Context: an optimization exercise on an open-source flow, tuned for small area, a short achievable clock period and few clock cycles per item. The choices shown serve that exercise and are no tape-out recipe. Function was checked by simulation only, so behaviour that the tests miss may differ from the original.

raven:
==> flow/design.v (excerpt) <==
module fxcore (
    input  wire        clk,
    input  wire        rst,
    input  wire        req,
    input  wire        we,
    input  wire [4:0]  addr,
    input  wire [31:0] wdata,
    output reg  [31:0] rdata,
    output wire        ack
);
    localparam [5:0] OP_FROMINT = 6'h01, OP_FADD   = 6'h02, OP_FSUB   = 6'h03,
                     OP_FMUL    = 6'h04, OP_FDIV   = 6'h05, OP_FROUND = 6'h06,
                     OP_FFLOOR  = 6'h07, OP_FCEIL  = 6'h08, OP_FFRAC  = 6'h09,
                     OP_FCLAMP  = 6'h0A, OP_FLERP  = 6'h0B, OP_FCMP   = 6'h0C,
                     OP_FSQRT   = 6'h0D, OP_ISQRT  = 6'h0E,
                     OP_RINT    = 6'h18, OP_RRANGE = 6'h19, OP_RBOOL  = 6'h1A,
                     OP_RFIX    = 6'h1B,
                     OP_VADD2   = 6'h20, OP_VADD3  = 6'h21, OP_VSUB2  = 6'h22,
                     OP_VSUB3   = 6'h23, OP_VSCALE2 = 6'h24, OP_VSCALE3 = 6'h25,
                     OP_VDIVS2  = 6'h26, OP_VDIVS3 = 6'h27, OP_VNEG2  = 6'h28,
                     OP_VNEG3   = 6'h29, OP_VDOT2  = 6'h2A, OP_VDOT3  = 6'h2B,
                     OP_VCROSS3 = 6'h2C, OP_VEQ2   = 6'h2D, OP_VEQ3   = 6'h2E,
                     OP_VLENSQ2 = 6'h30, OP_VLENSQ3 = 6'h31, OP_VLEN2 = 6'h32,
                     OP_VLEN3   = 6'h33, OP_VNORM2 = 6'h34, OP_VNORM3 = 6'h35,
                     OP_VDIST2  = 6'h36, OP_VDIST3 = 6'h37;
    localparam [4:0] A_CMD = 5'd16, A_STATUS = 5'd17, A_ERRCMD = 5'd18, A_SEED = 5'd19;
    localparam        DSTG  = 2;                  
    localparam [3:0]  CW24  = 24 / (2 * DSTG) - 1;  
    localparam [3:0]  CW48  = 48 / (2 * DSTG) - 1;  
    localparam [31:0] RNG_A = 32'd1664525;
    localparam [31:0] RNG_C = 32'd1013904223;
  ...
For scale: about 9,900 cells after synthesis, roughly 74 I/O pins, roughly 91,000 um^2 of cells after synthesis.
clock: 14.0 ns
lec_check: 0
cap_margin: 20
core_margin: 2
core_utilization: 40
setup_slack_margin: 4
slew_margin: 20
run.sh (not shown) runs the stock make flow with config.mk's settings and CLKGATE_MAP_FILE= SYNTH_SCRIPT=/design/flow/synth_recipe.tcl, a recipe that flattens the netlist after the stock synthesis.
raven completed end to end with timing, DRC and antenna clean.
Testbench counts of raven, summed over its fixed seeds: cycles 40,509, cmds 3,200.
Relative to raven, the following input files were edited for indigo:
- CORE_UTILIZATION: 40 -> 45
- SETUP_SLACK_MARGIN: 4 -> 5
Findings:
raven went all the way through synthesis, placement and routing and the layout is clean on timing, DRC and antenna. indigo completed every stage of the flow, and the final layout passed the timing, design-rule and antenna checks. indigo gives more fmax than raven did. Between indigo and raven, it is indigo whose worst-path maximum fanout is higher, by 19%. Re number of flip-flops and latches in the synthesized netlist: no difference whatsoever between indigo and raven. Summary of the comparison: register fraction of the total cell area is lower in indigo, relative to raven. Comparing clock-buffer cell count for indigo and raven, the smaller number came from indigo. Share of the clock period used by the worst path after layout in indigo is 8.0 points lower than in raven.

* * *

## 06-11
fxcore again, from the RTL that the note above started with.
clock: 14.0 ns
lec_check: 0
cap_margin: 20
core_margin: 2
core_utilization: 40
setup_slack_margin: 5
slew_margin: 20
Testbench counts of 06-11, summed over its fixed seeds: cycles 40,509, cmds 3,200.
Input changes introduced in 12-13 (baseline for comparison: 06-11):
- swapping 40 for 50 in CORE_UTILIZATION
Results
- Reported for 06-11 and 12-13, number of max-slew violations in the final report turned out identical to the last digit.
- Run comparison: 12-13 first element of the critical path wdata[27]; 06-11 first element of the critical path op[1]
- Looking at final critical-path setup slack across 06-11 and 12-13, the one that comes out lower is 06-11.
- Delta(share of the clock period used by the worst path after layout, 12-13 - 06-11) < 0
- 12-13 vs 06-11 — tap cell instance count dropped 639.
- Per the comparison of 12-13 with 06-11, clock-buffer cell count went down, worst endpoint data arrival time has decreased.
- In 12-13, final core area utilization is higher than in 06-11.

port drivers added, routing unchanged:
In the flow no input, the clock included, has a driving cell. The finished layouts below were timed again as built, in two steps. Step 1: set_driving_cell puts a clkbuf_16 on clk and a buf_2 on each other input, an assumption about the parent block. Step 2 also shifts input and output timing later by t, the mid clock arrival at the registers, as if the neighbouring blocks saw the same clock. Slacks: no drivers / after step 1 / after step 2; pairs: no drivers / after step 1.
| run | t (ns) | slack for setup (ns) | worst setup path after step 2 |
|---|---|---|---|
| raven | 0.881 | 3.851 / 3.851 / 3.343 | input to register |
| indigo | 0.891 | 4.966 / 4.966 / 4.444 | input to register |
| 06-11 | 0.885 | 4.817 / 4.817 / 4.405 | input to register |
| 12-13 | 0.887 | 4.914 / 4.881 / 4.385 | input to register |
After both steps setup and hold are still met in every run listed. The setup slack of 12-13, which loses most, moves by -0.033 ns with the drivers and by -0.529 ns with both steps.
